Background: an optimization exercise with open tools, aiming at small area, a short achievable clock period and few clock cycles per item. Do not read the settings as production practice. At most, simulation tests tie the RTL to the original design; equivalence was not proved. No functional check of the RTL was part of run 1. Power is estimated from default activity; no workload was simulated.

## flow/run.sh

```bash
#!/bin/bash
set -euo pipefail
W=$PWD
rm -rf "$W/scripts_abc"
cp -r "$FLOW_HOME/scripts" "$W/scripts_abc"
cp "$W/flow/abc_area.script" "$W/scripts_abc/abc_area.script"
bash standard.sh SCRIPTS_DIR="$W/scripts_abc" ADDER_MAP_FILE= synth > synth.log 2>&1
export BUFFER_PORTS_ARGS="-buffer_cell sky130_fd_sc_hd__buf_1"
bash standard.sh > layout.log 2>&1
```

## flow/abc_area.script

```
strash
&get -n
&fraig -x
&put
scorr
dc2
strash
&get -n
&dch -f
&nf -R 1000
&put
strash
&get -n
&dch -f
&nf -R 1000
&put
```

## standard.sh

```bash
#!/bin/bash
# synth_recipe.tcl (not shown) runs the flow's synth.tcl, then flattens the netlist and writes it again
# the make line also repeats each setting of config.mk as NAME=value (left out here)
make -C /OpenROAD-flow-scripts/flow DESIGN_CONFIG=/design/flow/config.mk WORK_HOME=/design/flow/orfs CLKGATE_MAP_FILE= SYNTH_SCRIPT=/design/flow/synth_recipe.tcl "${@:-finish}"
```

## config.mk

```make
export PLATFORM = sky130hd
export DESIGN_NAME = npe_enc
export DESIGN_NICKNAME = npe_enc
export VERILOG_FILES = /design/flow/design.v
export SDC_FILE = /design/flow/constraint.sdc
export NUM_CORES = 4
export LEC_CHECK = 0
export ABC_AREA = 1
export CAP_MARGIN = 20
export CORE_MARGIN = 2
export CORE_UTILIZATION = 60
export CTS_BUF_LIST = sky130_fd_sc_hd__clkbuf_4 sky130_fd_sc_hd__clkbuf_8
export SLEW_MARGIN = 20
```

## constraint.sdc

```tcl
create_clock -name core_clock -period 20.0 [get_ports {clk}]
set_input_delay 4.0000 -clock core_clock [delete_from_list [all_inputs] [get_ports {clk}]]
set_output_delay 4.0000 -clock core_clock [all_outputs]
set_load 0.01 [all_outputs]
```

## design.v

```verilog
module npe_cc (
    input  wire [7:0]  r,
    input  wire [7:0]  g,
    input  wire [7:0]  b,
    output wire [15:0] rgb565,
    input  wire [3:0]  hex_len,
    input  wire [63:0] hex,         
    output wire [15:0] hex565,
    output wire        hex_err
);
    assign rgb565 = {r[7:3], g[7:2], b[7:3]};
    function is_hex;
        input [7:0] c;
        is_hex = (c >= 8'h30 && c <= 8'h39) ||
                 (c >= 8'h41 && c <= 8'h46) ||
                 (c >= 8'h61 && c <= 8'h66);
    endfunction
    function [3:0] hexval;
        input [7:0] c;
        if (c <= 8'h39)      hexval = c[3:0];
        else                 hexval = c[3:0] + 4'd9;    
    endfunction
    wire [7:0] h1 = hex[15:8];
    wire [7:0] h2 = hex[23:16];
    wire [7:0] h3 = hex[31:24];
    wire [7:0] h4 = hex[39:32];
    wire [7:0] h5 = hex[47:40];
    wire [7:0] h6 = hex[55:48];
    wire ok = (hex_len == 4'd7) && (hex[7:0] == 8'h23) &&
              is_hex(h1) && is_hex(h2) && is_hex(h3) &&
              is_hex(h4) && is_hex(h5) && is_hex(h6);
    wire [7:0] hr = {hexval(h1), hexval(h2)};
    wire [7:0] hg = {hexval(h3), hexval(h4)};
    wire [7:0] hb = {hexval(h5), hexval(h6)};
    assign hex_err = !ok;
    assign hex565  = ok ? {hr[7:3], hg[7:2], hb[7:3]} : 16'h0000;
endmodule
module npe_enc #(
    parameter COMP_MAX = 8,
    parameter TEXT_MAX = 16,
    parameter LW       = 5
) (
    input  wire                  clk,
    input  wire                  rst,
    input  wire                  cmd_valid,
    output wire                  cmd_ready,
    input  wire [3:0]            cmd_op,
    input  wire [15:0]           cmd_n,
    input  wire [15:0]           cmd_x,
    input  wire [15:0]           cmd_y,
    input  wire [15:0]           cmd_r,
    input  wire                  cmd_vis,
    input  wire [1:0]            cmd_ckind,
    input  wire [2:0]            cmd_cname,
    input  wire [15:0]           cmd_cpacked,
    input  wire [7:0]            cmd_cr,
    input  wire [7:0]            cmd_cg,
    input  wire [7:0]            cmd_cb,
    input  wire [3:0]            cmd_chex_len,
    input  wire [63:0]           cmd_chex,
    input  wire [LW-1:0]         cmd_comp_len,
    input  wire [8*COMP_MAX-1:0] cmd_comp,
    input  wire [LW-1:0]         cmd_text_len,
    input  wire [8*TEXT_MAX-1:0] cmd_text,
    output wire                  tx_valid,
    output wire [7:0]            tx_data,
    input  wire                  tx_ready,
    output wire                  enc_busy,
    output reg                   err_v,
    output reg  [1:0]            err_code
);
    localparam OP_SENDME = 4'd0, OP_PAGE = 4'd1, OP_SETTXT = 4'd2,
               OP_VIS    = 4'd3, OP_CIR  = 4'd4, OP_CIRS   = 4'd5,
               OP_SETBCO = 4'd6, OP_CLICK = 4'd7, OP_RAW   = 4'd8;
    localparam CK_NAMED = 2'd0, CK_PACKED = 2'd1, CK_RGB = 2'd2, CK_HEX = 2'd3;
    localparam ERR_NONE = 2'd0, ERR_COLOR = 2'd1, ERR_ILLEGAL = 2'd2;
    localparam K_LIT = 3'd0, K_COMP = 3'd1, K_TEXT = 3'd2, K_NUM = 3'd3,
               K_COL = 3'd4, K_VIS  = 3'd5, K_TERM = 3'd6;
    localparam L_SENDME = 5'd0,  L_PAGE  = 5'd1,  L_TXT   = 5'd2,  L_QUOTE = 5'd3,
               L_VIS    = 5'd4,  L_COMMA = 5'd5,  L_CIR   = 5'd6,  L_CIRS  = 5'd7,
               L_BCO    = 5'd8,  L_REF   = 5'd9,  L_CLICK = 5'd10, L_C1    = 5'd11,
               L_C0     = 5'd12, L_COMMC = 5'd13, L_ZERO  = 5'd14, L_ONE   = 5'd15,
               L_TERM   = 5'd24;
    function [7:0] seg_desc;
        input [3:0] op;
        input [3:0] s;
        begin
            seg_desc = {K_TERM, 4'd0, 1'b1};
            case (op)
            OP_SENDME: case (s)
                4'd0: seg_desc = {K_LIT, L_SENDME[3:0], 1'b0};
                default: ;
            endcase
            OP_PAGE: case (s)
                4'd0: seg_desc = {K_LIT, L_PAGE[3:0], 1'b0};
                4'd1: seg_desc = {K_NUM, 4'd0, 1'b0};
                default: ;
            endcase
            OP_SETTXT: case (s)
                4'd0: seg_desc = {K_COMP, 4'd0, 1'b0};
                4'd1: seg_desc = {K_LIT, L_TXT[3:0], 1'b0};
                4'd2: seg_desc = {K_TEXT, 4'd0, 1'b0};
                4'd3: seg_desc = {K_LIT, L_QUOTE[3:0], 1'b0};
                default: ;
            endcase
            OP_VIS: case (s)
                4'd0: seg_desc = {K_LIT, L_VIS[3:0], 1'b0};
                4'd1: seg_desc = {K_COMP, 4'd0, 1'b0};
                4'd2: seg_desc = {K_LIT, L_COMMA[3:0], 1'b0};
                4'd3: seg_desc = {K_VIS, 4'd0, 1'b0};
                default: ;
            endcase
            OP_CIR, OP_CIRS: case (s)
                4'd0: seg_desc = {K_LIT, (op == OP_CIR) ? L_CIR[3:0] : L_CIRS[3:0], 1'b0};
                4'd1: seg_desc = {K_NUM, 4'd0, 1'b0};
                4'd2: seg_desc = {K_LIT, L_COMMA[3:0], 1'b0};
                4'd3: seg_desc = {K_NUM, 4'd0, 1'b0};
                4'd4: seg_desc = {K_LIT, L_COMMA[3:0], 1'b0};
                4'd5: seg_desc = {K_NUM, 4'd0, 1'b0};
                4'd6: seg_desc = {K_LIT, L_COMMC[3:0], 1'b0};
                4'd7: seg_desc = {K_COL, 4'd0, 1'b0};
                default: ;
            endcase
            OP_SETBCO: case (s)
                4'd0: seg_desc = {K_COMP, 4'd0, 1'b0};
                4'd1: seg_desc = {K_LIT, L_BCO[3:0], 1'b0};
                4'd2: seg_desc = {K_COL, 4'd0, 1'b0};
                4'd3: seg_desc = {K_TERM, 4'd0, 1'b0};
                4'd4: seg_desc = {K_LIT, L_REF[3:0], 1'b0};
                4'd5: seg_desc = {K_COMP, 4'd0, 1'b0};
                default: ;
            endcase
            OP_CLICK: case (s)
                4'd0: seg_desc = {K_LIT, L_CLICK[3:0], 1'b0};
                4'd1: seg_desc = {K_COMP, 4'd0, 1'b0};
                4'd2: seg_desc = {K_LIT, L_C1[3:0], 1'b0};
                4'd3: seg_desc = {K_TERM, 4'd0, 1'b0};
                4'd4: seg_desc = {K_LIT, L_CLICK[3:0], 1'b0};
                4'd5: seg_desc = {K_COMP, 4'd0, 1'b0};
                4'd6: seg_desc = {K_LIT, L_C0[3:0], 1'b0};
                default: ;
            endcase
            OP_RAW: case (s)
                4'd0: seg_desc = {K_TEXT, 4'd0, 1'b0};
                default: ;
            endcase
            default: ;
            endcase
        end
    endfunction
    function [8:0] lit_byte;
        input [4:0] l;
        input [2:0] p;
        reg [47:0] s;    
        reg [2:0]  n;    
        begin
            case (l)
                L_SENDME: begin s = "sendme";             n = 3'd5; end
                L_PAGE:   begin s = {"page ", 8'h00};     n = 3'd4; end
                L_TXT:    begin s = {".txt=", 8'h22};     n = 3'd5; end
                L_QUOTE:  begin s = {8'h22, 40'h0};       n = 3'd0; end
                L_VIS:    begin s = {"vis ", 16'h0};      n = 3'd3; end
                L_COMMA,
                L_COMMC:  begin s = {",", 40'h0};         n = 3'd0; end
                L_CIR:    begin s = {"cir ", 16'h0};      n = 3'd3; end
                L_CIRS:   begin s = {"cirs ", 8'h0};      n = 3'd4; end
                L_BCO:    begin s = {".bco=", 8'h0};      n = 3'd4; end
                L_REF:    begin s = {"ref ", 16'h0};      n = 3'd3; end
                L_CLICK:  begin s = "click ";             n = 3'd5; end
                L_C1:     begin s = {",1", 32'h0};        n = 3'd1; end
                L_C0:     begin s = {",0", 32'h0};        n = 3'd1; end
                L_ZERO:   begin s = {"0", 40'h0};         n = 3'd0; end
                L_ONE:    begin s = {"1", 40'h0};         n = 3'd0; end
                L_TERM:   begin s = {24'hFFFFFF, 24'h0};  n = 3'd2; end
                5'd16:    begin s = {"BLACK", 8'h0};      n = 3'd4; end
                5'd17:    begin s = {"BLUE", 16'h0};      n = 3'd3; end
                5'd18:    begin s = {"BROWN", 8'h0};      n = 3'd4; end
                5'd19:    begin s = {"GREEN", 8'h0};      n = 3'd4; end
                5'd20:    begin s = "YELLOW";             n = 3'd5; end
                5'd21:    begin s = {"RED", 24'h0};       n = 3'd2; end
                5'd22:    begin s = {"GRAY", 16'h0};      n = 3'd3; end
                5'd23:    begin s = {"WHITE", 8'h0};      n = 3'd4; end
                default:  begin s = 48'h0;                n = 3'd0; end
            endcase
            lit_byte = {p == n, s[47 - 8*p -: 8]};
        end
    endfunction
    function [3:0] add3;
        input [3:0] d;
        reg ge5;
        begin
            ge5 = d[3] | (d[2] & (d[1] | d[0]));
            add3[3] = ge5;
            add3[2] = (d[2] & ~d[1] & ~d[0]) | (d[3] & d[0]);
            add3[1] = (~d[3] & ~d[2] & d[1]) | (d[2] & d[1] & d[0]) | (d[3] & ~d[0]);
            add3[0] = d[0] ^ ge5;
        end
    endfunction
    function [19:0] dd4;
        input [19:0] a;
        input [3:0]  n;
        reg [23:0] t;
        integer i, j;
        begin
            t = {a, n};
            for (i = 0; i < 4; i = i + 1) begin
                for (j = 0; j < 5; j = j + 1)
                    t[4 + 4*j +: 4] = add3(t[4 + 4*j +: 4]);
                t = t << 1;
            end
            dd4 = t[23:4];
        end
    endfunction
    wire [15:0] cc_rgb;
    wire [15:0] cc_hex;
    wire        cc_hex_err;
    npe_cc u_cc (
        .r(cmd_cr), .g(cmd_cg), .b(cmd_cb), .rgb565(cc_rgb),
        .hex_len(cmd_chex_len), .hex(cmd_chex),
        .hex565(cc_hex), .hex_err(cc_hex_err)
    );
    wire reads_comp   = (cmd_op == OP_SETTXT) || (cmd_op == OP_VIS) ||
                        (cmd_op == OP_SETBCO) || (cmd_op == OP_CLICK);
    wire reads_text   = (cmd_op == OP_SETTXT) || (cmd_op == OP_RAW);
    wire reads_colour = (cmd_op == OP_CIR) || (cmd_op == OP_CIRS) ||
                        (cmd_op == OP_SETBCO);
    wire reads_xyr    = (cmd_op == OP_CIR) || (cmd_op == OP_CIRS);
    wire illegal = (cmd_op > OP_RAW) ||
                   (reads_comp && (cmd_comp_len > COMP_MAX)) ||
                   (reads_text && (cmd_text_len > TEXT_MAX));
    wire bad_colour = reads_colour && (cmd_ckind == CK_HEX) && cc_hex_err;
    wire [1:0] new_err = illegal    ? ERR_ILLEGAL :
                         bad_colour ? ERR_COLOR   : ERR_NONE;
    reg [15:0] colour_val;
    always @(*) begin
        case (cmd_ckind)
            CK_PACKED: colour_val = cmd_cpacked;
            CK_RGB:    colour_val = cc_rgb;
            CK_HEX:    colour_val = cc_hex;
            default:   colour_val = {13'd0, cmd_cname};
        endcase
    end
    wire first_empty = (((cmd_op == OP_SETTXT) || (cmd_op == OP_SETBCO)) &&
                        (cmd_comp_len == 0)) ||
                       ((cmd_op == OP_RAW) && (cmd_text_len == 0));
    reg          busy;
    reg  [3:0]   seg;
    reg  [3:0]   sp;
    reg  [1:0]   ns;            
    reg  [1:0]   ph;            
    reg  [3:0]   op_q;
    reg  [63:0]  comp_q;        
    reg  [3:0]   clen_q;
    reg  [127:0] text_q;        
    reg  [4:0]   tlen_q;
    reg          flag_q;        
    wire [14:0]  acc = text_q[86:72];    
    wire [7:0]  d       = seg_desc(op_q, seg);
    wire [2:0]  skind   = d[7:5];
    wire        fin_seg = d[0];
    wire        named   = flag_q;
    reg  [1:0] kind;            
    reg  [4:0] lid;
    always @(*) begin
        kind = 2'd0;
        lid  = {1'b0, d[4:1]};
        case (skind)
            K_COMP: kind = 2'd1;
            K_TEXT: kind = 2'd2;
            K_NUM:  kind = 2'd3;
            K_COL:  if (named) lid = {2'b10, text_q[2:0]};
                    else       kind = 2'd3;
            K_VIS:  lid = flag_q ? L_ONE : L_ZERO;
            K_TERM: lid = L_TERM;
            default: ;
        endcase
    end
    wire [8:0]  lb      = lit_byte(lid, sp[2:0]);
    wire        lit     = (kind == 2'd0);
    wire        fin     = fin_seg && lb[8];
    wire next_col = lit && ((lid == L_BCO) || (lid == L_COMMC)) && !named;
    wire next_num = lit && ((lid == L_PAGE) || (lid == L_CIR) || (lid == L_CIRS) ||
                            ((lid == L_COMMA) && (op_q != OP_VIS))) || next_col;
    wire stall = next_num && lb[8] && (ph != 2'd3);
    wire take      = !busy || (fin && tx_ready);
    wire load      = !busy || fin;
    assign cmd_ready = take && !rst;
    assign tx_valid  = busy && !stall && !rst;
    assign enc_busy  = busy;
    wire accept = cmd_valid && cmd_ready;
    wire send   = tx_valid && tx_ready;
    wire nload  = send && next_num && lb[8];
    wire [7:0] tbyte = text_q[8*sp +: 8];
    reg  [7:0] cur_byte;
    always @(*) begin
        case (kind)
            2'd0: cur_byte = lb[7:0];
            2'd1: cur_byte = comp_q[8*sp[2:0] +: 8];
            2'd2: cur_byte = tbyte;
            default: cur_byte = {4'h3, tbyte[3:0]};
        endcase
    end
    assign tx_data = cur_byte;
    wire [3:0] sp1 = sp + 4'd1;
    reg seg_end;
    always @(*) begin
        case (kind)
            2'd0: seg_end = lb[8];
            2'd1: seg_end = (sp1 == clen_q);
            2'd2: seg_end = ({1'b0, sp} + 5'd1 == tlen_q);
            default: seg_end = (sp == 4'd15);
        endcase
    end
    wire next_c = lit && ((lid == L_VIS) || (lid == L_REF) || (lid == L_CLICK));
    wire next_x = lit && (lid == L_TXT);
    wire skip = (next_c && (clen_q == 4'd0)) || (next_x && (tlen_q == 5'd0));
    reg [15:0] nbin;
    always @(*) begin
        case (ns)
            2'd0: nbin = comp_q[15:0];
            2'd1: nbin = comp_q[31:16];
            2'd2: nbin = comp_q[47:32];
            default: nbin = text_q[15:0];
        endcase
    end
    wire [19:0] conv = dd4((ph == 2'd0) ? 20'd0 : {5'd0, acc}, nbin[4*(3-ph) +: 4]);
    reg [3:0] first;
    always @(*) begin
        if      (conv[19:16] != 4'd0) first = 4'd11;
        else if (conv[15:12] != 4'd0) first = 4'd12;
        else if (conv[11:8]  != 4'd0) first = 4'd13;
        else if (conv[7:4]   != 4'd0) first = 4'd14;
        else                          first = 4'd15;
    end
    always @(posedge clk) begin
        if (rst) begin
            busy     <= 1'b0;
            err_v    <= 1'b0;
            err_code <= ERR_NONE;
        end else begin
            err_v <= 1'b0;
            if (send && fin)
                busy <= 1'b0;
            if (accept) begin
                err_code <= new_err;
                if (new_err != ERR_NONE)
                    err_v <= 1'b1;
                else
                    busy <= 1'b1;
            end
        end
    end
    always @(posedge clk) begin
        if (take) begin
            seg <= first_empty ? 4'd1 : 4'd0;
            sp  <= 4'd0;
            ns  <= (cmd_op == OP_SETBCO) ? 2'd3 : 2'd0;
            ph  <= (cmd_op == OP_PAGE || reads_colour) ? 2'd0 : 2'd3;
        end else if (send) begin
            if (seg_end) begin
                seg <= seg + (skip ? 4'd2 : 4'd1);
                sp  <= nload ? first : 4'd0;
            end else begin
                sp  <= sp1;
            end
        end
        if (nload) begin
            ns    <= ns + 2'd1;
            ph    <= 2'd0;
        end else if (!take && ph != 2'd3) begin
            ph    <= ph + 2'd1;
        end
    end
    always @(posedge clk) begin
        if (take)
            op_q <= cmd_op;
    end
    always @(posedge clk) begin
        if (load) begin
            comp_q[63:48] <= cmd_comp[63:48];
            comp_q[47:0] <= reads_xyr ? {cmd_r, cmd_y, cmd_x} :
                            (cmd_op == OP_PAGE) ? {cmd_comp[47:16], cmd_n} :
                            cmd_comp[47:0];
            clen_q       <= cmd_comp_len[3:0];
            text_q[127:16] <= cmd_text[127:16];
            text_q[15:0] <= reads_colour ? colour_val : cmd_text[15:0];
            tlen_q       <= cmd_text_len;
            flag_q       <= (cmd_op == OP_VIS) ? cmd_vis : (cmd_ckind == CK_NAMED);
        end else if (nload) begin
            text_q[91:88]   <= conv[19:16];
            text_q[99:96]   <= conv[15:12];
            text_q[107:104] <= conv[11:8];
            text_q[115:112] <= conv[7:4];
            text_q[123:120] <= conv[3:0];
        end else if (ph != 2'd3) begin
            text_q[86:72]   <= conv[14:0];
        end
    end
endmodule
```

==> flow_summary.json, run 1 <==
{
  "fill_cells": 1566,
  "area_growth_pct": 21.63,
  "drc_errors": 0,
  "skew_ns": 0.03117,
  "ctsRootBufferMaster": "clkbuf_8",
  "end_kind": "primary output",
  "max_cap_violations": 0,
  "status": "timing/DRC/antenna clean",
  "ys_seq_area_share_pct": 50.51,
  "die_h_um": 151.2,
  "synthDistinctLibCells": 57,
  "netlist_top_cells_area": "edfxtp_1 (49%), nor2_1 (6.9%), nand2_1 (6.2%)",
  "postCtsHoldBufs": 0,
  "drive_above_1_share_pct": 5.074,
  "yosys.area.top_type": "edfxtp_1",
  "dpl_cell_area_um2": 15010,
  "cts_tree": "yes",
  "ys_seq_elements": 222,
  "max_stage_delay_ns": 0.75,
  "synth_most_common_cell": "nor2_1",
  "max_slew.worst_pin.slew_ns": 1.250,
  "grt_pass1_vias": 13980,
  "grt_max_degree": 78,
  "syn_area_um2": 13000,
  "async_flop_share_pct": 0,
  "min_from": "err_code[0]",
  "path_common_cell": "nor2_1",
  "peakVddDrop_mv": 0.1056,
  "ant_nets": 0,
  "boundaryPins": 402,
  "hpwl_mm": 39.20,
  "hold_violations": 0,
  "dieArea_um2": 22860,
  "synth_top_cell_area_share_pct": 48.97,
  "path_cells": "or2_0 -> or3_1 -> mux2i_1 -> nand3_1 -> nor4_1 -> nor2_1 -> and3_1 -> a2111o_1 -> nor2_1 -> nand2_1 -> o21ai_0 -> a31oi_1 -> xnor2_1 -> nor3_1 -> o31ai_1 -> and2_0 -> buf_4 -> inv_6 -> o21ai_1 -> nor2_1 -> buf_1",
  "start_util_pct": 61.45,
  "hp-class": "reg2reg",
  "gp_congestion": 1.013,
  "drt_pass1_iterations": 8,
  "slew_viol_final": 0,
  "grt_overflow": 0,
  "start_kind": "register",
  "synthTopCellsByCount": "nor2_1 (239), nand2_1 (216), edfxtp_1 (212)",
  "syn_nets": 1806,
  "rows": 53,
  "vias_per_cell": 6.845,
  "path_max_fanout": 62,
  "power.leakage_nw": 5.570,
  "dr_total_vias": 14880,
  "synth_ff_type": "edfxtp_1",
  "clockBufferDepth": 3,
  "startpoint": "seg[3]",
  "h-tree-depth": 2,
  "fin_nets": 2255,
  "fin_crit_sh_pct": 64.59,
  "synth_edf_count": 212,
  "power_density_nw_per_um2": 169.3,
  "rsz0062_at_grt": "no",
  "portBuffers": 385,
  "rr_startpoint": "seg[3]",
  "finalSetupViolCount": 0,
  "post_cts_resized": 0,
  "critPathArrivalTime_ns": 8.92,
  "grt_pass1_wl_mm": 78.36,
  "yosys_warnings": 2,
  "insertion_delay_ns": 0.55,
  "final_area_um2": 15810,
  "clock_sinks": 222,
  "cts_made_buffers": 37,
  "antenna_found_initial": 4,
  "grt_util_all_layers_pct": 46.10,
  "min_period_ns": 12.92,
  "synth.avg_cell_area_um2": 9.167,
  "path_class": "reg2out",
  "drt-total-wl_mm": 53.91,
  "maxSlewHeadroom_pct": 16.39,
  "core_um2": 21150,
  "cts_setup_buffers": 0,
  "critPathSlowestCell": "o21ai_0",
  "drt-wirelength-per-cell_um": 24.80,
  "clk_transition_reported_paths_ns": 0.06,
  "die_w_um": 151.2,
  "worstPathRequired_ns": 16.00,
  "max_freq_mhz": 77.41,
  "timing.setup.tns_ns": 0,
  "drt_iter0_drc": 2412,
  "syn_inst": 1418
}
-- cell usage in the layout, fill, tap and decap left out, types with 11 or more instances in the layout --
| master | instances |
|---|---|
| buf_1 | 385 |
| nor2_1 | 236 |
| nand2_1 | 216 |
| edfxtp_1 | 212 |
| a21oi_1 | 110 |
| o21ai_0 | 97 |
| a22oi_1 | 72 |
| o22ai_1 | 57 |
| nor3_1 | 46 |
| clkbuf_8 | 37 |
| nand3_1 | 34 |
| a31oi_1 | 31 |
| clkinv_1 | 29 |
| nand2b_1 | 25 |
| buf_4 | 25 |
| a222oi_1 | 22 |
| xnor2_1 | 20 |
| nor4_1 | 15 |
| o31ai_1 | 14 |
| o211ai_1 | 13 |
| clkbuf_4 | 11 |
-- where the power goes --
part / total, W / internal (W) / switching, W
Sequential: 0.000811 / 0.000704 / 0.000107
Clock: 0.000438 / 0.000247 / 0.000192
Combinational: 0.00143 / 0.000449 / 0.000979
-- kinds of logic (layout without fill, tap and decap cells) --
kind of cell,Yosys count,in the layout,synth area share [%]
mux,12,12,0.9626
flops,222,222,50.51
simple gates,639,639,21.44
other cells,0,7,0
xor+xnor,28,28,1.887
compound gates,491,491,24.45
buf+inv,26,500,0.7508
-- through the flow --
stage               setup slack [ns]  power [W]  utilization [%]  cells  hold WS, ns
global route                   6.737   0.002809            74.71   2172       0.4883
detailed placement             8.104   0.002157            70.94   2103       0.4573
finish                         7.082   0.002677            74.74   2174       0.4662
global placement               8.070   0.002116            70.94   2103       0.4485
CTS                            7.557   0.002604            74.61   2167       0.4673
floorplan                      4.926   0.001726                -   1418       0.4745
-- sequential cells by signal (all words and copies together), names as in the netlist, 4 cells and up --
name / flops
text_q: 128
comp_q: 64
tlen_q: 5
clen_q: 4
op_q: 4
seg: 4
sp: 4
-- area by class of cell --
type / count / area, um2 / share of cell area, %
tap: 275 / 344.1 / 2.176
sequential: 222 / 6568 / 41.54
clock buffer: 48 / 591.8 / 3.743
multi-input combinational: 1170 / 6367 / 40.27
clock inverter: 16 / 186.4 / 1.179
inverter: 26 / 102.6 / 0.6489
timing repair buffer: 410 / 1633 / 10.33
antenna: 7 / 17.52 / 0.1108
-- critical path: cells and delay by family (launching register included) --
family / cells / cell delay (ns)
AND/OR/NAND/NOR: 11 / 4.31
AO/OA/AOI/OAI: 5 / 2.23
buffers and inverters: 3 / 0.89
flip-flops: 1 / 0.54
XOR/XNOR: 1 / 0.19
multiplexers: 1 / 0.16
-- worst paths after layout --
path / slack (ns) / to / depth (start not counted)
worst min-delay path: 0.47 / err_code[0] / 2
worst max-delay path: 7.08 / cmd_ready / 21
worst min register to register: 0.47 / err_code[0] / 2
worst max register to register: 11.26 / busy / 23
-- routing by layer --
metal | track usage [%] | part of all wire (%) | vias up
met2 | 73.96 | 46 | 1392
met1 | 55.39 | 32 | 6741
met4 | 29.35 | 8.2 | 0
met5 | 0 | 0 | -
met3 | 11.90 | 14 | 307
li1 | - | - | 6440
==> run 2: changes to the inputs <==
--- a/design.v
+++ b/design.v
@@ -187,13 +187,2 @@
     endfunction
-    function [3:0] add3;
-        input [3:0] d;
-        reg ge5;
-        begin
-            ge5 = d[3] | (d[2] & (d[1] | d[0]));
-            add3[3] = ge5;
-            add3[2] = (d[2] & ~d[1] & ~d[0]) | (d[3] & d[0]);
-            add3[1] = (~d[3] & ~d[2] & d[1]) | (d[2] & d[1] & d[0]) | (d[3] & ~d[0]);
-            add3[0] = d[0] ^ ge5;
-        end
-    endfunction
     function [19:0] dd4;
@@ -207,3 +196,4 @@
                 for (j = 0; j < 5; j = j + 1)
-                    t[4 + 4*j +: 4] = add3(t[4 + 4*j +: 4]);
+                    if (t[4 + 4*j +: 4] >= 4'd5)
+                        t[4 + 4*j +: 4] = t[4 + 4*j +: 4] + 4'd3;
                 t = t << 1;
==> flow/run.sh (replaced) <==
#!/bin/bash
set -euo pipefail
W=$PWD
rm -rf "$W/scripts_abc"
cp -r "$FLOW_HOME/scripts" "$W/scripts_abc"
cp "$W/flow/abc_area.script" "$W/scripts_abc/abc_area.script"
bash standard.sh SCRIPTS_DIR="$W/scripts_abc" synth > synth.log 2>&1
export BUFFER_PORTS_ARGS="-buffer_cell sky130_fd_sc_hd__buf_1"
bash standard.sh > layout.log 2>&1
--- a/config.mk
+++ b/config.mk
@@ -10,4 +10,3 @@
 export CORE_MARGIN = 2
-export CORE_UTILIZATION = 60
-export CTS_BUF_LIST = sky130_fd_sc_hd__clkbuf_4 sky130_fd_sc_hd__clkbuf_8
+export CORE_UTILIZATION = 40
 export SLEW_MARGIN = 20
==> run 2 against run 1 <==
  * Still clean on timing, DRC and antenna
  * Sequential share of layout area down 4.5 points
  * Sequential power decreased by 1%
  * Worst setup slack better by 1.8 ns
  * Critical path depth unchanged
  * Final area rose by 12%
  * Clock power up 6.8%
  * Global-route usage decreased by 18 points
  * Largest cell class is now multi-input gates
  * Largest power group unchanged
  * Highest routed layer is now met5
==> flow_summary.json, run 2 <==
{
  "netlist_top_cells_area": "edfxtp_1 (43%), mux4_2 (7.2%), nor2_1 (5.7%)",
  "regMostFlops": "text_q",
  "maxSlewHeadroom_pct": 26.02,
  "max_freq_mhz": 90.18,
  "clock_sinks": 222,
  "fin_crit_sh_pct": 55.44,
  "dpl_cell_area_um2": 16900,
  "max_cap_violations": 0,
  "drt_iter0_drc": 1230,
  "final_area_um2": 17740,
  "dieArea_um2": 38280,
  "ctsRootBufferMaster": "clkbuf_16",
  "fin_nets": 2379,
  "synth_most_common_cell": "nor2_1",
  "hp-class": "reg2reg",
  "die_w_um": 195.7,
  "seqCellArea_um2": 6573,
  "synth-adder-area-share_pct": 5.757,
  "gp_congestion": 0.9579,
  "hold_violations": 0,
  "drt_pass1_iterations": 6,
  "async_flop_share_pct": 0,
  "synth_edf_count": 212,
  "drt-total-wl_mm": 54.14,
  "drc_errors": 0,
  "grt_overflow": 0,
  "vias_per_cell": 5.793,
  "synth-compound-area-share_pct": 18.86,
  "skew_ns": 0.01251,
  "finalSetupViolCount": 0,
  "rows": 70,
  "synth_top_cell_area_share_pct": 43.33,
  "end_kind": "primary output",
  "synth_ff_type": "edfxtp_1",
  "status": "timing/DRC/antenna clean",
  "final_common_cell": "buf_1",
  "start_kind": "register",
  "min_path_cells": 2,
  "rsz0062_at_grt": "no",
  "critPathArrivalTime_ns": 7.09,
  "drt-wirelength-per-cell_um": 22.46,
  "reg.largest.list": "text_q: 128 flops, comp_q: 64 flops, tlen_q: 5 flops",
  "grt_pass1_vias": 13770,
  "grt_util_all_layers_pct": 27.80,
  "yosys.area.top_type": "edfxtp_1",
  "peakVddDrop_mv": 0.2002,
  "die_h_um": 195.7,
  "multiInputGateArea_um2": 7911,
  "grt_pass1_wl_mm": 80.92,
  "path_class": "reg2out",
  "fin_util_pct": 48.81,
  "post_cts_resized": 0,
  "hpwl_mm": 41.94,
  "synth_mux_area_share_pct": 8.678,
  "boundaryPins": 402,
  "synth_xor_area_share_pct": 2.921,
  "cts_tree": "yes",
  "drive_above_1_share_pct": 5.870,
  "ant_nets": 0,
  "cts_setup_buffers": 0,
  "layout_common_cells": "buf_1 (385), nor2_1 (223), edfxtp_1 (212)",
  "postCtsHoldBufs": 0,
  "dr_total_vias": 13970,
  "clockBufferDepth": 3,
  "power_density_nw_per_um2": 205.8,
  "power.leakage_nw": 6.316,
  "yosys_warnings": 2,
  "antenna_found_initial": 2,
  "synthTopCellsByCount": "nor2_1 (224), edfxtp_1 (212), nand2_1 (180)",
  "syn_nets": 1946,
  "synthDistinctLibCells": 55,
  "ys_seq_area_share_pct": 44.69,
  "insertion_delay_ns": 0.57,
  "path_max_fanout": 14,
  "largest_reg_flops": 128,
  "h-tree-depth": 1,
  "min_period_ns": 11.09,
  "synth.avg_cell_area_um2": 9.854,
  "fill_cells": 3479,
  "max_slew.worst_pin.slew_ns": 1.110,
  "timing.setup.tns_ns": 0,
  "cts_made_buffers": 26,
  "area_growth_pct": 20.75,
  "r2r_cells": 26,
  "grt_max_degree": 116,
  "worstPathRequired_ns": 16.00,
  "syn_area_um2": 14690,
  "core_um2": 36350,
  "portBuffers": 385,
  "slew_viol_final": 0,
  "clk_transition_reported_paths_ns": 0.06,
  "synth_top_family_by_area": "compound AO/OA/AOI/OAI gates",
  "yosys.area_share.simple_pct": 17.51,
  "ys_seq_elements": 222,
  "start_util_pct": 40.42,
  "syn_inst": 1491
}
[run 2: critical path, cell delays in order (launching register included)]
cell	delay (ns)
edfxtp_1	0.54
or2_0	0.41
or3_1	0.47
a22oi_1	0.26
nand2_1	0.08
nor4b_1	0.64
nand3_1	0.27
nor2_1	0.50
nand2_1	0.17
and2_0	0.35
clkinv_1	0.20
ha_1	0.28
nand2_1	0.12
nand2_1	0.18
o21a_1	0.22
o21ai_0	0.14
xnor2_1	0.14
and3_1	0.28
o21ai_0	0.26
o21a_1	0.48
nor2_1	0.32
buf_1	0.19
[run 2: metrics by stage]
step | hold slack [ns] | instances | setup WS [ns] | total power (W)
after floorplan | 0.5239 | 1491 | 9.481 | 0.002461
after global placement | 0.5152 | 2363 | 9.605 | 0.003078
after detailed placement | 0.5163 | 2363 | 9.637 | 0.003147
after CTS | 0.5317 | 2409 | 9.039 | 0.003629
after global routing | 0.5847 | 2411 | 8.566 | 0.003991
final | 0.5267 | 2411 | 8.912 | 0.003650
[run 2: power by group]
part           internal [W]  leakage, nW  switching (W)
registers          0.000706         2.28      0.0000928
clock network      0.000267        0.410       0.000201
logic              0.000827         3.63        0.00156
[run 2: worst paths after layout]
check                                  from           to  slack (ns)
worst max register to register        ph[0]        sp[0]       11.87
worst max-delay path                 seg[2]    cmd_ready        8.91
worst min-delay path            err_code[1]  err_code[1]        0.53
worst min register to register  err_code[1]  err_code[1]        0.53
[run 2: per-layer routing]
metal  wire length [um]  global-route usage (%)  vias up
met5                 13                       0        -
met4               1482                   7.772        2
li1                   -                       -     6559
met1              23280                   37.11     6782
met2              26040                   47.04      540
met3               3323                   4.538       85
[run 2: cells by family (layout without fill, tap and decap cells)]
family / Yosys count / in the layout
buf+inv: 62 / 513
simple gates: 585 / 585
xor+xnor: 49 / 49
flops: 222 / 222
other cells: 0 / 1
mux: 68 / 68
fa+ha+maj: 67 / 67
compound gates: 438 / 438
[run 2: final cells by class]
type	count	area share [%]
inverters	62	1.354
repair buffers	405	9.014
flip-flops and latches	222	37.05
diodes	1	0.01411
clock buffers	31	3.773
well taps	468	3.301
clock inverters	15	0.8958
multi-input cells	1207	44.60
Testbench counts of run 2, summed over its fixed seeds: cycles 26,452, items 1,280.
==> run 3: changes to the inputs <==
--- a/design.v
+++ b/design.v
@@ -187,2 +187,13 @@
     endfunction
+    function [3:0] add3;
+        input [3:0] d;
+        reg ge5;
+        begin
+            ge5 = d[3] | (d[2] & (d[1] | d[0]));
+            add3[3] = ge5;
+            add3[2] = (d[2] & ~d[1] & ~d[0]) | (d[3] & d[0]);
+            add3[1] = (~d[3] & ~d[2] & d[1]) | (d[2] & d[1] & d[0]) | (d[3] & ~d[0]);
+            add3[0] = d[0] ^ ge5;
+        end
+    endfunction
     function [19:0] dd4;
@@ -196,4 +207,3 @@
                 for (j = 0; j < 5; j = j + 1)
-                    if (t[4 + 4*j +: 4] >= 4'd5)
-                        t[4 + 4*j +: 4] = t[4 + 4*j +: 4] + 4'd3;
+                    t[4 + 4*j +: 4] = add3(t[4 + 4*j +: 4]);
                 t = t << 1;
@@ -235,3 +245,6 @@
                        ((cmd_op == OP_RAW) && (cmd_text_len == 0));
-    reg          busy;
+    reg          busy;          
+    reg          fin_q;         
+    reg          valid_q;       
+    reg  [7:0]   tx_q;
     reg  [3:0]   seg;
@@ -269,3 +282,2 @@
     wire        lit     = (kind == 2'd0);
-    wire        fin     = fin_seg && lb[8];
     wire next_col = lit && ((lid == L_BCO) || (lid == L_COMMC)) && !named;
@@ -274,10 +286,12 @@
     wire stall = next_num && lb[8] && (ph != 2'd3);
-    wire take      = !busy || (fin && tx_ready);
-    wire load      = !busy || fin;
+    wire refill    = !valid_q || tx_ready;
+    wire adv       = busy && !stall && refill;
+    wire take      = !busy || (fin_q && refill);
+    wire load      = !busy || fin_q;
     assign cmd_ready = take && !rst;
-    assign tx_valid  = busy && !stall && !rst;
-    assign enc_busy  = busy;
+    assign tx_valid  = valid_q && !rst;
+    assign tx_data   = tx_q;
+    assign enc_busy  = busy || valid_q;
     wire accept = cmd_valid && cmd_ready;
-    wire send   = tx_valid && tx_ready;
-    wire nload  = send && next_num && lb[8];
+    wire nload  = adv && next_num && lb[8];
     wire [7:0] tbyte = text_q[8*sp +: 8];
@@ -292,3 +306,2 @@
     end
-    assign tx_data = cur_byte;
     wire [3:0] sp1 = sp + 4'd1;
@@ -327,2 +340,3 @@
             busy     <= 1'b0;
+            valid_q  <= 1'b0;
             err_v    <= 1'b0;
@@ -331,3 +345,5 @@
             err_v <= 1'b0;
-            if (send && fin)
+            if (refill)
+                valid_q <= adv;
+            if (adv && fin_q)
                 busy <= 1'b0;
@@ -343,3 +359,6 @@
     always @(posedge clk) begin
+        if (adv)
+            tx_q <= cur_byte;
         if (take) begin
+            fin_q <= 1'b0;
             seg <= first_empty ? 4'd1 : 4'd0;
@@ -348,3 +367,4 @@
             ph  <= (cmd_op == OP_PAGE || reads_colour) ? 2'd0 : 2'd3;
-        end else if (send) begin
+        end else if (adv) begin
+            fin_q <= fin_seg && (sp[1:0] == 2'd1);
             if (seg_end) begin
--- a/flow/run.sh
+++ b/flow/run.sh
@@ -6,3 +6,3 @@
 cp "$W/flow/abc_area.script" "$W/scripts_abc/abc_area.script"
-bash standard.sh SCRIPTS_DIR="$W/scripts_abc" synth > synth.log 2>&1
+bash standard.sh SCRIPTS_DIR="$W/scripts_abc" ADDER_MAP_FILE= synth > synth.log 2>&1
 export BUFFER_PORTS_ARGS="-buffer_cell sky130_fd_sc_hd__buf_1"
--- a/config.mk
+++ b/config.mk
@@ -10,3 +10,5 @@
 export CORE_MARGIN = 2
-export CORE_UTILIZATION = 40
+export CORE_UTILIZATION = 55
+export CTS_BUF_LIST = sky130_fd_sc_hd__clkbuf_8
+export CTS_CLUSTER_SIZE = 20
 export SLEW_MARGIN = 20
==> run 3 against run 2 <==
  * Utilization rose by 19 points
  * Die area fell by 34%
  * Worst setup slack improved by 2.3 ns
  * Largest cell class is now sequential cells
  * Wire length fell by 4.3%
  * Critical endpoint unchanged
  * Still clean
==> flow_summary.json, run 3 <==
{
  "power_switching_w": 0.0008483,
  "clkPwrFrac_pct": 19.8,
  "ys_seq_area_share_pct": 51.70,
  "power_density_nw_per_um2": 124.1,
  "ant_nets": 0,
  "regMostFlops": "text_q",
  "timing.setup.tns_ns": 0,
  "power.leakage_nw": 5.753,
  "multiInputGateArea_um2": 6360,
  "grt_max_degree": 153,
  "p_sw_share_pct": 42.52,
  "drt-total-wl_mm": 51.82,
  "boundaryPins": 402,
  "power_frac_seq_pct": 36.4,
  "grt_util_all_layers_pct": 39.90,
  "max_slew.worst_pin.slew_ns": 1.110,
  "fill_cells": 1980,
  "reg.largest.list": "text_q: 128 flops, comp_q: 64 flops, tx_q: 8 flops",
  "layout_common_cells": "buf_1 (385), nor2_1 (248), edfxtp_1 (220)",
  "cts_setup_buffers": 0,
  "ctsRootBufferMaster": "clkbuf_8",
  "end_kind": "primary output",
  "clockBufferDepth": 3,
  "core_um2": 23540,
  "slew_viol_final": 0,
  "combPwrFrac_pct": 43.8,
  "netlist_top_cells_area": "edfxtp_1 (50%), nor2_1 (7.1%), nand2_1 (5.3%)",
  "gp_congestion": 0.9865,
  "min_period_ns": 8.836,
  "clk_transition_reported_paths_ns": 0.06,
  "fin_nets": 2256,
  "path_max_fanout": 5,
  "antenna_found_initial": 16,
  "portBuffers": 385,
  "final_common_cell": "buf_1",
  "postCtsHoldBufs": 0,
  "ff2ff_setup_slack_ns": 12.46,
  "holdWs_ns": 0.4986,
  "fin_crit_sh_pct": 44.18,
  "synth_most_common_cell": "nor2_1",
  "status": "timing/DRC/antenna clean",
  "dieArea_um2": 25340,
  "synthDistinctLibCells": 52,
  "die_h_um": 159.2,
  "drt_pass1_iterations": 7,
  "yosys_warnings": 2,
  "synth_top_cell_area_share_pct": 49.88,
  "grt_pass1_vias": 13810,
  "grt_pass1_wl_mm": 77.83,
  "p_int_w": 0.001147,
  "drive_above_1_share_pct": 4.531,
  "synth_edf_count": 220,
  "die_w_um": 159.2,
  "syn_inst": 1417,
  "dr_total_vias": 14250,
  "skew_ns": 0.02530,
  "start_util_pct": 56.26,
  "drt-wirelength-per-cell_um": 23.23,
  "drc_errors": 0,
  "largest_reg_flops": 128,
  "max_freq_mhz": 113.2,
  "critPathArrivalTime_ns": 4.84,
  "syn_nets": 1805,
  "cts_made_buffers": 40,
  "post_cts_resized": 0,
  "synthTopCellsByCount": "nor2_1 (251), edfxtp_1 (220), nand2_1 (186)",
  "rsz0062_at_grt": "no",
  "syn_area_um2": 13240,
  "cts_tree": "yes",
  "path_class": "in2out",
  "max_cap_violations": 0,
  "synth.avg_cell_area_um2": 9.346,
  "maxSlewHeadroom_pct": 26.03,
  "rows": 56,
  "insertion_delay_ns": 0.55,
  "h-tree-depth": 2,
  "worstPathRequired_ns": 16.00,
  "drt_iter0_drc": 2070,
  "area_growth_pct": 21.36,
  "synth_ff_type": "edfxtp_1",
  "peakVddDrop_mv": 0.07728,
  "seqCellArea_um2": 6848,
  "finalSetupViolCount": 0,
  "grt_overflow": 0,
  "ys_seq_elements": 232,
  "yosys.area.top_type": "edfxtp_1",
  "async_flop_share_pct": 0,
  "clock_sinks": 232,
  "vias_per_cell": 6.387,
  "hpwl_mm": 38.45,
  "hold_violations": 0,
  "start_kind": "input port",
  "hp-class": "reg2reg"
}
[run 3: worst paths after layout]
kind	startpoint	end	cells past startpoint
hold / removal	err_code[0]	err_code[0]	2
hold reg to reg	err_code[0]	err_code[0]	2
setup / recovery	tx_ready	cmd_ready	6
setup reg to reg	seg[0]	text_q[114]	21
[run 3: cells by family after synthesis]
group,Yosys count,share of synthesized area [%]
simple gates,615,20.30
compound gates,514,24.97
flops,232,51.70
xor+xnor,26,1.719
buf+inv,21,0.5952
mux,9,0.7180
[run 3: area by class of cell]
| class | count | area share, % |
|---|---|---|
| multi-input cells | 1164 | 39.57 |
| well taps | 319 | 2.483 |
| clock inverters | 29 | 0.7940 |
| inverters | 21 | 0.5371 |
| repair buffers | 409 | 10.11 |
| flip-flops and latches | 232 | 42.60 |
| clock buffers | 43 | 3.682 |
| diodes | 14 | 0.2180 |
[run 3: worst max-delay path, stage by stage]
cell and delay (ns):
buf_1 0.10, nor2b_1 0.06, nand2_1 0.06, nand2_1 0.15, nor2_1 0.28, buf_1 0.18
[run 3: through the flow]
step / power, W / instance area (um2) / cells / util [%] / setup slack (ns)
2_1_floorplan: 0.001305 / 13240 / 1417 / - / 9.864
3_3_place_gp: 0.001551 / 15310 / 2145 / 65.03 / 11.19
3_5_place_dp: 0.001574 / 15310 / 2145 / 65.03 / 11.19
4_1_cts: 0.001967 / 16030 / 2217 / 68.09 / 11.19
5_1_grt: 0.002107 / 16070 / 2230 / 68.26 / 11.06
6_report: 0.001995 / 16070 / 2231 / 68.27 / 11.16
[run 3: layer usage]
layer  GRT usage, %  wire length (um)  vias to the layer above
met3          7.085              5390                      199
met2          65.59             24750                      983
met1          48.90             18310                     6610
met5              0                23                        -
met4          25.41              3342                        4
li1               -                 -                     6454
[run 3: power by group through the flow]
stage / registers [W] / logic, W / clock network (W)
floorplan: 0.000715 / 0.000589 / 0
global placement: 0.000729 / 0.000823 / 0
detailed placement: 0.000730 / 0.000844 / 0
CTS: 0.000723 / 0.000850 / 0.000395
global route: 0.000734 / 0.000958 / 0.000415
finish: 0.000726 / 0.000874 / 0.000394
Testbench counts of run 3, summed over its fixed seeds: cycles 26,460, items 1,280.
==> run 4: changes to the inputs <==
--- a/config.mk
+++ b/config.mk
@@ -10,5 +10,3 @@
 export CORE_MARGIN = 2
-export CORE_UTILIZATION = 55
-export CTS_BUF_LIST = sky130_fd_sc_hd__clkbuf_8
-export CTS_CLUSTER_SIZE = 20
+export CORE_UTILIZATION = 40
 export SLEW_MARGIN = 20
==> run 4 against run 3 <==
  * Critical path type unchanged
  * Wire length grew 7.0%
  * First-iteration DRC count is 36% lower
  * Register-to-register slack better by 0.09 ns
  * Total power rose by 7.2%
  * Largest power group unchanged
  * Utilization down 18 points
  * Clock power grew 34%
==> flow_summary.json, run 4 <==
{
  "antenna_found_initial": 10,
  "cts_tree": "yes",
  "drive_above_1_share_pct": 4.415,
  "vias_per_cell": 5.967,
  "ctsRootBufferMaster": "clkbuf_16",
  "area_growth_pct": 24.36,
  "insertion_delay_ns": 0.57,
  "die_w_um": 186.0,
  "postCtsHoldBufs": 0,
  "max_cap_violations": 0,
  "timing.setup.tns_ns": 0,
  "drt_iter0_drc": 1318,
  "end_kind": "primary output",
  "syn_nets": 1805,
  "regMostFlops": "text_q",
  "portBuffers": 385,
  "dpl_cell_area_um2": 15490,
  "max_slew.worst_pin.slew_ns": 1.115,
  "skew_ns": 0.03066,
  "dr_total_vias": 13910,
  "synth-adder-area-share_pct": 0,
  "rsz0062_at_grt": "no",
  "synthDistinctLibCells": 52,
  "synth_top_cell_area_share_pct": 49.88,
  "peakVddDrop_mv": 0.06645,
  "hold_violations": 0,
  "final_common_cell": "buf_1",
  "ant_nets": 0,
  "rows": 66,
  "slew_viol_final": 0,
  "status": "timing/DRC/antenna clean",
  "start_util_pct": 40.71,
  "path_class": "in2out",
  "synth-compound-area-share_pct": 24.97,
  "hpwl_mm": 41.95,
  "fin_util_pct": 50.62,
  "clock_sinks": 232,
  "syn_area_um2": 13240,
  "fill_cells": 3209,
  "clk_transition_reported_paths_ns": 0.06,
  "synthTopCellsByCount": "nor2_1 (251), edfxtp_1 (220), nand2_1 (186)",
  "power_density_nw_per_um2": 129.9,
  "ys_seq_area_share_pct": 51.70,
  "gp_congestion": 0.9374,
  "drc_errors": 0,
  "reg.largest.list": "text_q: 128 flops, comp_q: 64 flops, tx_q: 8 flops",
  "die_h_um": 186.0,
  "synth_xor_area_share_pct": 1.719,
  "largest_reg_flops": 128,
  "synth_top_family_by_area": "compound AO/OA/AOI/OAI gates",
  "async_flop_share_pct": 0,
  "fin_nets": 2247,
  "multiInputGateArea_um2": 6347,
  "cts_made_buffers": 27,
  "dieArea_um2": 34580,
  "layout_common_cells": "buf_1 (385), nor2_1 (249), edfxtp_1 (220)",
  "ys_seq_elements": 232,
  "seqCellArea_um2": 6848,
  "synth_edf_count": 220,
  "drt-total-wl_mm": 55.44,
  "critPathArrivalTime_ns": 4.96,
  "max_freq_mhz": 111.6,
  "synth.avg_cell_area_um2": 9.346,
  "grt_pass1_vias": 13480,
  "power.leakage_nw": 5.785,
  "start_kind": "input port",
  "yosys.area.top_type": "edfxtp_1",
  "cts_setup_buffers": 0,
  "grt_max_degree": 139,
  "syn_inst": 1417,
  "synth_ff_type": "edfxtp_1",
  "path_max_fanout": 5,
  "post_cts_resized": 0,
  "min_period_ns": 8.960,
  "maxSlewHeadroom_pct": 25.11,
  "worstPathRequired_ns": 16.00,
  "finalSetupViolCount": 0,
  "fin_crit_sh_pct": 44.80,
  "h-tree-depth": 1,
  "drt_pass1_iterations": 7,
  "grt_overflow": 0,
  "drt-wirelength-per-cell_um": 23.78,
  "clockBufferDepth": 3,
  "boundaryPins": 402,
  "synth_most_common_cell": "nor2_1",
  "hp-class": "reg2reg",
  "core_um2": 32540,
  "final_area_um2": 16470,
  "grt_pass1_wl_mm": 80.43,
  "synth_mux_area_share_pct": 0.7180,
  "netlist_top_cells_area": "edfxtp_1 (50%), nor2_1 (7.1%), nand2_1 (5.3%)",
  "yosys_warnings": 2,
  "grt_util_all_layers_pct": 31.54,
  "yosys.area_share.simple_pct": 20.30
}
==> run 4: layer usage <==
layer	routed length, um	part of all wire (%)	track usage, %
met1	21350	39	39.33
met2	27710	50	54.81
met3	3814	6.9	3.659
met4	2565	4.6	14.33
met5	0	0	0
==> run 4: final timing paths <==
kind                            cells past startpoint      from  slack [ns]          end
worst max-delay path                                6  tx_ready       11.04    cmd_ready
worst min-delay path                                2     fin_q        0.50        fin_q
worst max register to register                     20    seg[0]       12.55  text_q[123]
worst min register to register                      2     fin_q        0.50        fin_q
==> run 4: kinds of logic after synthesis <==
logic type	after synthesis
XOR/XNOR	26
buffers and inverters	21
multiplexers	9
AO/OA/AOI/OAI	514
flip-flops	232
AND/OR/NAND/NOR	615
==> run 4: layout make-up <==
cell class / count / share of cell area [%]
Sequential cell: 232 / 41.58
Multi-Input combinational cell: 1164 / 38.54
Timing Repair Buffer: 413 / 10.05
Clock buffer: 33 / 4.421
Tap cell: 442 / 3.358
Clock inverter: 17 / 1.398
Inverter: 21 / 0.5242
Antenna cell: 9 / 0.1367
==> run 4: worst max-delay path, cell delays in order <==
cell and delay [ns]:
buf_1 0.18, nor2b_1 0.09, nand2_1 0.07, nand2_1 0.14, nor2_1 0.26, buf_1 0.21
==> run 4: where the power goes <==
group | leakage, nW | internal (W) | switching [W] | total [W]
logic | 2.96 | 0.000288 | 0.000592 | 0.000880
clock network | 0.456 | 0.000315 | 0.000215 | 0.000529
registers | 2.37 | 0.000658 | 0.0000710 | 0.000729
==> run 4: through the flow <==
stage | total power, W | cells | hold WS, ns | setup slack [ns]
after detailed placement | 0.001593 | 2272 | 0.4888 | 11.06
final | 0.002139 | 2331 | 0.4987 | 11.04
after floorplan | 0.001305 | 1417 | 0.4760 | 9.864
after CTS | 0.002127 | 2322 | 0.4982 | 11.05
after global routing | 0.002265 | 2331 | 0.5389 | 10.98
after global placement | 0.001588 | 2272 | 0.4785 | 11.07
==> run 5: changes to the inputs <==
--- a/design.v
+++ b/design.v
@@ -249,2 +249,3 @@
     reg  [7:0]   tx_q;
+    reg          rdy_q;         
     reg  [3:0]   seg;
@@ -288,3 +289,3 @@
     wire adv       = busy && !stall && refill;
-    wire take      = !busy || (fin_q && refill);
+    wire take      = rdy_q || (fin_q && tx_ready);
     wire load      = !busy || fin_q;
@@ -337,3 +338,7 @@
     end
+    wire busy_d  = accept ? (new_err == ERR_NONE) : (busy && !(adv && fin_q));
+    wire valid_d = refill ? adv : valid_q;
+    wire fin_d   = take ? 1'b0 : adv ? (fin_seg && (sp[1:0] == 2'd1)) : fin_q;
     always @(posedge clk) begin
+        fin_q <= fin_d;
         if (rst) begin
@@ -341,2 +346,3 @@
             valid_q  <= 1'b0;
+            rdy_q    <= 1'b1;
             err_v    <= 1'b0;
@@ -344,14 +350,8 @@
         end else begin
-            err_v <= 1'b0;
-            if (refill)
-                valid_q <= adv;
-            if (adv && fin_q)
-                busy <= 1'b0;
-            if (accept) begin
+            busy     <= busy_d;
+            valid_q  <= valid_d;
+            rdy_q    <= !busy_d || (fin_d && !valid_d);
+            err_v    <= accept && (new_err != ERR_NONE);
+            if (accept)
                 err_code <= new_err;
-                if (new_err != ERR_NONE)
-                    err_v <= 1'b1;
-                else
-                    busy <= 1'b1;
-            end
         end
@@ -362,3 +362,2 @@
         if (take) begin
-            fin_q <= 1'b0;
             seg <= first_empty ? 4'd1 : 4'd0;
@@ -368,3 +367,2 @@
         end else if (adv) begin
-            fin_q <= fin_seg && (sp[1:0] == 2'd1);
             if (seg_end) begin
--- a/config.mk
+++ b/config.mk
@@ -10,3 +10,4 @@
 export CORE_MARGIN = 2
-export CORE_UTILIZATION = 40
+export CORE_UTILIZATION = 55
+export CTS_BUF_LIST = sky130_fd_sc_hd__clkbuf_8
 export SLEW_MARGIN = 20
==> run 5 against run 4 <==
  * Still clean on timing, DRC and antenna
  * Total power fell by 10%
  * Clock skew rose by 0.013 ns
  * Maximum frequency rose by 2.1%
  * Worst setup slack improved by 0.19 ns
  * Synthesized cell count fell by 0.49%
  * Sequential power fell by 3.6%
  * Final area fell by 2.1%
  * Combinational power fell by 8.5%
  * Largest power group unchanged
==> flow_summary.json, run 5 <==
{
  "cts_tree": "yes",
  "reg.largest.list": "text_q: 128 flops, comp_q: 64 flops, tx_q: 8 flops",
  "status": "timing/DRC/antenna clean",
  "start_util_pct": 56.28,
  "endpoint": "cmd_ready",
  "fill_cells": 2027,
  "synthDistinctLibCells": 56,
  "drive_above_1_share_pct": 4.810,
  "power.leakage_nw": 5.731,
  "syn_nets": 1798,
  "rows": 56,
  "path_max_fanout": 8,
  "slew_viol_final": 0,
  "drt_iter0_drc": 1879,
  "syn_inst": 1410,
  "startpoint": "tx_ready",
  "cts_setup_buffers": 0,
  "dr_total_vias": 14390,
  "gp_congestion": 0.9536,
  "end_kind": "primary output",
  "fin_nets": 2251,
  "yosys_warnings": 2,
  "maxSlewHeadroom_pct": 31.14,
  "peakVddDrop_mv": 0.08208,
  "synth_ff_type": "edfxtp_1",
  "area_growth_pct": 21.68,
  "insertion_delay_ns": 0.56,
  "skew_ns": 0.04410,
  "grt_pass1_wl_mm": 77.22,
  "max_slew.worst_pin.slew_ns": 1.023,
  "rsz0062_at_grt": "no",
  "ff2ff_setup_slack_ns": 11.96,
  "hp-class": "reg2reg",
  "synth_edf_count": 220,
  "synth_most_common_cell": "nor2_1",
  "r2r_cells": 20,
  "power_density_nw_per_um2": 118.9,
  "netlist_top_cells_area": "edfxtp_1 (50%), nor2_1 (7.1%), nand2_1 (5.4%)",
  "wl_met3_mm": 6.187,
  "start_kind": "input port",
  "postCtsHoldBufs": 0,
  "synth_top_cell_area_share_pct": 49.86,
  "grt_max_degree": 120,
  "largest_reg_flops": 128,
  "min_period_ns": 8.774,
  "clockBufferDepth": 3,
  "hpwl_mm": 38.67,
  "drt-total-wl_mm": 51.90,
  "finalSetupViolCount": 0,
  "rr_startpoint": "seg[0]",
  "grt_util_all_layers_pct": 39.48,
  "hold_violations": 0,
  "max_freq_mhz": 114.0,
  "path_buf_inv": 3,
  "ys_seq_area_share_pct": 51.83,
  "wl_met2_mm": 24.01,
  "ctsRootBufferMaster": "clkbuf_8",
  "critPathSlowestCell": "nor2_1",
  "final_common_cell": "buf_1",
  "max_cap_violations": 0,
  "syn_area_um2": 13250,
  "clock_sinks": 233,
  "boundaryPins": 402,
  "multiInputGateArea_um2": 6335,
  "worstPathRequired_ns": 16.00,
  "portBuffers": 385,
  "seqCellArea_um2": 6868,
  "fin_crit_sh_pct": 43.87,
  "timing.rr.end": "text_q[123]",
  "path_depth": 5,
  "die_w_um": 159.2,
  "dp_cells": 2140,
  "top_layer_used": "met4",
  "path_common_cell": "buf_1",
  "grt_pass1_vias": 13600,
  "h-tree-depth": 2,
  "post_cts_resized": 0,
  "antenna_found_initial": 13,
  "grt_overflow": 0,
  "path_cells": "buf_1 -> a21oi_1 -> buf_4 -> nor2_1 -> buf_1",
  "core_um2": 23540,
  "layout_common_cells": "buf_1 (385), nor2_1 (248), edfxtp_1 (220)",
  "dieArea_um2": 25350,
  "async_flop_share_pct": 0,
  "yosys.area.top_type": "edfxtp_1",
  "synthTopCellsByCount": "nor2_1 (251), edfxtp_1 (220), nand2_1 (190)",
  "vias_per_cell": 6.471,
  "cts_made_buffers": 39,
  "max_stage_delay_ns": 0.22,
  "drt_pass1_iterations": 9,
  "path_class": "in2out",
  "drt-met1-wl_mm": 18.76,
  "holdWs_ns": 0.5449,
  "drc_errors": 0,
  "ant_nets": 0,
  "timing.setup.tns_ns": 0,
  "regMostFlops": "text_q",
  "fin_cells": 2224,
  "critPathArrivalTime_ns": 4.77,
  "ys_seq_elements": 233,
  "drt-wirelength-per-cell_um": 23.34,
  "clk_transition_reported_paths_ns": 0.05,
  "synth.avg_cell_area_um2": 9.396,
  "die_h_um": 159.2,
  "worst_path_dominant_cell_family": "buffers and inverters"
}
[run 5: cell types whose count changed in the layout (fill, tap and decap cells not counted), moves of 5 or more]
cell | previous run | this run
clkbuf_8 | 3 | 41
clkbuf_16 | 27 | 0
a21oi_1 | 121 | 106
inv_1 | 0 | 11
a211oi_1 | 4 | 14
o21ai_0 | 102 | 95
a21o_1 | 28 | 22
a31oi_1 | 30 | 24
clkinv_1 | 22 | 28
o2111ai_1 | 6 | 0
nand3_1 | 41 | 46
nand4_1 | 10 | 5
[run 5: cell type report]
class	count	area share, %
clock buffers	41	3.500
multi-input cells	1155	39.29
clock inverters	29	1.024
diodes	13	0.2018
inverters	22	0.5588
well taps	319	2.476
flip-flops and latches	233	42.60
repair buffers	412	10.35
[run 5: worst register-to-register path: stages (launching register included)]
cell and delay [ns]:
edfxtp_1 0.57, or2_0 0.41, or3_1 0.47, or4_1 0.43, a21oi_1 0.29, nand3_1 0.23, and3_1 0.26, or4_1 0.65
a21oi_1 0.52, nand2_1 0.30, nor2_1 0.21, nor2_1 0.12, a21oi_1 0.35, a21oi_1 0.13, xor2_1 0.16, nand3_1 0.12
o21bai_1 0.20, o21ai_0 0.31, nand2b_1 0.41, or2_0 0.66, nand2_1 0.77
[run 5: metrics by stage]
step / util (%) / total power, W / cell area [um2] / setup WS, ns
final: 68.48 / 0.001916 / 16120 / 11.23
after global routing: 68.48 / 0.002022 / 16120 / 11.19
after CTS: 68.20 / 0.001885 / 16060 / 11.26
after detailed placement: 65.10 / 0.001484 / 15330 / 11.27
after global placement: 65.10 / 0.001462 / 15330 / 11.27
after floorplan: - / 0.001244 / 13250 / 11.51
[run 5: logic make-up (layout without fill, tap and decap cells)]
family | count (synthesis) | count (layout) | share of synthesized area (%)
flip-flops | 233 | 233 | 51.83
AND/OR/NAND/NOR | 628 | 628 | 20.76
buffers and inverters | 22 | 504 | 0.6233
AO/OA/AOI/OAI | 490 | 490 | 24.21
XOR/XNOR | 27 | 27 | 1.785
multiplexers | 10 | 10 | 0.7933
other | 0 | 13 | 0
[run 5: how the worst min path moves through the flow]
stage / from / end / slack [ns] / depth (start not counted)
3_3_place_gp: err_code[0] / err_code[0] / 0.50 / 2
5_1_grt: fin_q / fin_q / 0.58 / 2
3_5_place_dp: valid_q / valid_q / 0.54 / 2
6_report: valid_q / valid_q / 0.54 / 2
2_1_floorplan: busy / busy / 0.48 / 2
4_1_cts: valid_q / valid_q / 0.55 / 2
[run 5: report_power, final]
part	total [W]	internal [W]	switching, W
Combinational	0.000805	0.000270	0.000535
Clock	0.000407	0.000206	0.000201
Sequential	0.000703	0.000644	0.0000598
Total	0.00192	0.00112	0.000796
[run 5: layer usage]
metal  global-route usage (%)  vias to the layer above
met5                        0                        -
met4                    20.04                        0
met3                    8.023                      195
met2                    63.50                     1055
met1                    51.07                     6713
li1                         -                     6429
Testbench counts of run 5, summed over its fixed seeds: cycles 26,460, items 1,280.
==> run 6: changes to the inputs <==
--- a/design.v
+++ b/design.v
@@ -340,3 +340,3 @@
     wire valid_d = refill ? adv : valid_q;
-    wire fin_d   = take ? 1'b0 : adv ? (fin_seg && (sp[1:0] == 2'd1)) : fin_q;
+    wire fin_d   = accept ? 1'b0 : adv ? (fin_seg && (sp[1:0] == 2'd1)) : fin_q;
     always @(posedge clk) begin
@@ -361,3 +361,3 @@
             tx_q <= cur_byte;
-        if (take) begin
+        if (accept) begin
             seg <= first_empty ? 4'd1 : 4'd0;
@@ -377,3 +377,3 @@
             ph    <= 2'd0;
-        end else if (!take && ph != 2'd3) begin
+        end else if (!accept && ph != 2'd3) begin
             ph    <= ph + 2'd1;
@@ -382,3 +382,3 @@
     always @(posedge clk) begin
-        if (take)
+        if (accept)
             op_q <= cmd_op;
--- a/config.mk
+++ b/config.mk
@@ -12,2 +12,4 @@
 export CTS_BUF_LIST = sky130_fd_sc_hd__clkbuf_8
+export CTS_CLUSTER_DIAMETER = 60
+export CTS_CLUSTER_SIZE = 16
 export SLEW_MARGIN = 20
==> run 6 against run 5 <==
  * Count of clock-buffer cells in the layout fell by 18
  * Sequential share of layout area is 0.56 points higher
  * Worst setup slack gained 0.25 ns
  * Combinational power grew 22%
  * Die area is 0.32% higher
  * Via count decreased by 1.3%
  * Cell count is 1.8% lower
==> flow_summary.json, run 6 <==
{
  "status": "timing/DRC/antenna clean",
  "power_frac_seq_pct": 36.2,
  "fin_crit_sh_pct": 42.64,
  "ys_seq_elements": 233,
  "post_cts_resized": 0,
  "synth-adder-area-share_pct": 0,
  "syn_nets": 1797,
  "antenna_found_initial": 8,
  "synth_most_common_cell": "nor2_1",
  "die_h_um": 159.5,
  "postCtsHoldBufs": 0,
  "die_w_um": 159.5,
  "synthDistinctLibCells": 58,
  "timing.setup.tns_ns": 0,
  "skew_ns": 0.04197,
  "drive_above_1_share_pct": 3.985,
  "boundaryPins": 402,
  "combPwrFrac_pct": 47.4,
  "power.leakage_nw": 5.554,
  "clock_sinks": 233,
  "critPathArrivalTime_ns": 4.53,
  "slew_viol_final": 0,
  "power_switching_w": 0.0009145,
  "synth-compound-area-share_pct": 25.24,
  "grt_max_degree": 133,
  "drt_iter0_drc": 2036,
  "yosys_warnings": 2,
  "drt_pass1_iterations": 6,
  "synth_xor_area_share_pct": 1.713,
  "hpwl_mm": 38.29,
  "rows": 56,
  "yosys.area.top_type": "edfxtp_1",
  "final_common_cell": "buf_1",
  "drt-total-wl_mm": 51.21,
  "ys_seq_area_share_pct": 51.66,
  "netlist_top_cells_area": "edfxtp_1 (50%), nor2_1 (6.5%), nand2_1 (5.1%)",
  "end_kind": "primary output",
  "synth_top_cell_area_share_pct": 49.70,
  "clkPwrFrac_pct": 16.4,
  "hold_violations": 0,
  "syn_area_um2": 13290,
  "max_slew.worst_pin.slew_ns": 1.062,
  "maxSlewHeadroom_pct": 29.19,
  "regMostFlops": "text_q",
  "fin_nets": 2231,
  "drt-wirelength-per-cell_um": 23.44,
  "synth_top_family_by_area": "compound AO/OA/AOI/OAI gates",
  "layout_common_cells": "buf_1 (385), nor2_1 (227), edfxtp_1 (220)",
  "cts_made_buffers": 22,
  "grt_pass1_wl_mm": 76.62,
  "fill_cells": 1959,
  "portBuffers": 385,
  "path_common_cell": "buf_1",
  "syn_inst": 1409,
  "area_growth_pct": 19.70,
  "synth_mux_area_share_pct": 0.8001,
  "path_cells": "buf_1 -> nor2_1 -> buf_1",
  "dieArea_um2": 25430,
  "max_freq_mhz": 117.3,
  "grt_pass1_vias": 13620,
  "clk_transition_reported_paths_ns": 0.10,
  "clockBufferDepth": 3,
  "ctsRootBufferMaster": "clkbuf_8",
  "path_class": "in2out",
  "worstPathRequired_ns": 16.00,
  "yosys.area_share.simple_pct": 20.00,
  "path_max_fanout": 6,
  "reg.largest.list": "text_q: 128 flops, comp_q: 64 flops, tx_q: 8 flops",
  "vias_per_cell": 6.501,
  "max_stage_delay_ns": 0.19,
  "worst_path_dominant_cell_family": "buffers and inverters",
  "largest_reg_flops": 128,
  "hp-class": "reg2reg",
  "grt_util_all_layers_pct": 39.11,
  "ant_nets": 0,
  "grt_overflow": 0,
  "synth.avg_cell_area_um2": 9.434,
  "start_kind": "input port",
  "synthTopCellsByCount": "nor2_1 (231), edfxtp_1 (220), nand2_1 (180)",
  "drc_errors": 0,
  "power_density_nw_per_um2": 130.4,
  "critPathSlowestCell": "nor2_1",
  "cts_tree": "yes",
  "insertion_delay_ns": 0.57,
  "cts_setup_buffers": 0,
  "p_int_w": 0.001161,
  "rsz0062_at_grt": "no",
  "finalSetupViolCount": 0,
  "gp_congestion": 0.9995,
  "holdWs_ns": 0.4974,
  "synth_edf_count": 220,
  "async_flop_share_pct": 0,
  "max_cap_violations": 0,
  "min_period_ns": 8.528,
  "path_buf_inv": 2,
  "start_util_pct": 56.30,
  "core_um2": 23610,
  "peakVddDrop_mv": 0.1249,
  "p_sw_share_pct": 44.07,
  "dr_total_vias": 14210,
  "h-tree-depth": 1,
  "synth_ff_type": "edfxtp_1"
}
-- run 6: area by class of cell --
type,instances,area (um2),area share [%]
sequential,233,6868,43.16
clock inverter,15,201.4,1.266
inverter,21,86.33,0.5426
antenna,9,22.52,0.1415
tap,319,399.1,2.508
multi-input combinational,1155,6385,40.13
clock buffer,23,316.6,1.989
timing repair buffer,410,1633,10.26
-- run 6: worst paths after layout --
check / depth (start not counted) / slack [ns] / end / start
worst min register to register: 2 / 0.50 / err_code[1] / err_code[1]
worst min-delay path: 2 / 0.50 / err_code[1] / err_code[1]
worst max-delay path: 3 / 11.47 / cmd_ready / rst
worst max register to register: 23 / 11.94 / text_q[123] / seg[2]
-- run 6: routing by layer --
layer / GRT usage [%] / vias to the layer above / wire, um
li1: - / 6378 / -
met1: 48.65 / 6611 / 18210
met2: 64.66 / 1019 / 24250
met3: 6.668 / 197 / 5547
met4: 22.48 / 0 / 3207
met5: 0 / - / 0
-- run 6: per-stage QoR --
step                util, %  instance area [um2]  instances  total power (W)  worst slack, ns
global placement      65.02                15350       2137         0.001671            11.49
global route          67.35                15900       2182         0.002186            11.46
CTS                   67.23                15870       2175         0.002042            11.48
finish                67.39                15910       2185         0.002075            11.47
detailed placement    65.03                15360       2137         0.001707            11.48
floorplan                 -                13290       1409         0.001385            11.77
-- run 6: logic make-up after synthesis --
kind of cell | Yosys count
simple gates | 600
mux | 10
buf+inv | 21
compound gates | 519
flops | 233
xor+xnor | 26
-- run 6: power by group through the flow --
stage                     Combinational, W  Sequential, W  Clock, W
after CTS                         0.000955       0.000747  0.000340
after global placement            0.000917       0.000754         0
after floorplan                   0.000644       0.000741         0
after detailed placement          0.000950       0.000757         0
final                             0.000984       0.000752  0.000339
after global routing               0.00107       0.000759  0.000359
-- run 6: worst register-to-register path: stages (launching register included) --
cell	delay [ns]
edfxtp_1	0.57
or2_0	0.40
or3_1	0.47
nand2_1	0.15
a21oi_1	0.05
a21oi_1	0.13
nand2_1	0.09
or4_1	0.65
and3_1	0.21
and2_0	0.43
nand2_1	0.36
nand4_1	0.38
nor2_1	0.69
o21ai_0	0.46
and2_0	0.30
nor2_1	0.13
xor2_1	0.08
nor3_1	0.27
o21ai_0	0.26
a21oi_1	0.19
nor2b_1	0.08
nand2b_1	0.39
or2_0	0.26
nand2_1	0.56
Testbench counts of run 6, summed over its fixed seeds: cycles 26,460, items 1,280.

Check on run 6: ideal ports give 11.472 ns setup slack; a clkbuf_16 on the clock port and buf_2 on the inputs give 11.449 ns; moving port delays by the midpoint clock arrival (0.599 ns) as well gives 11.449 ns.
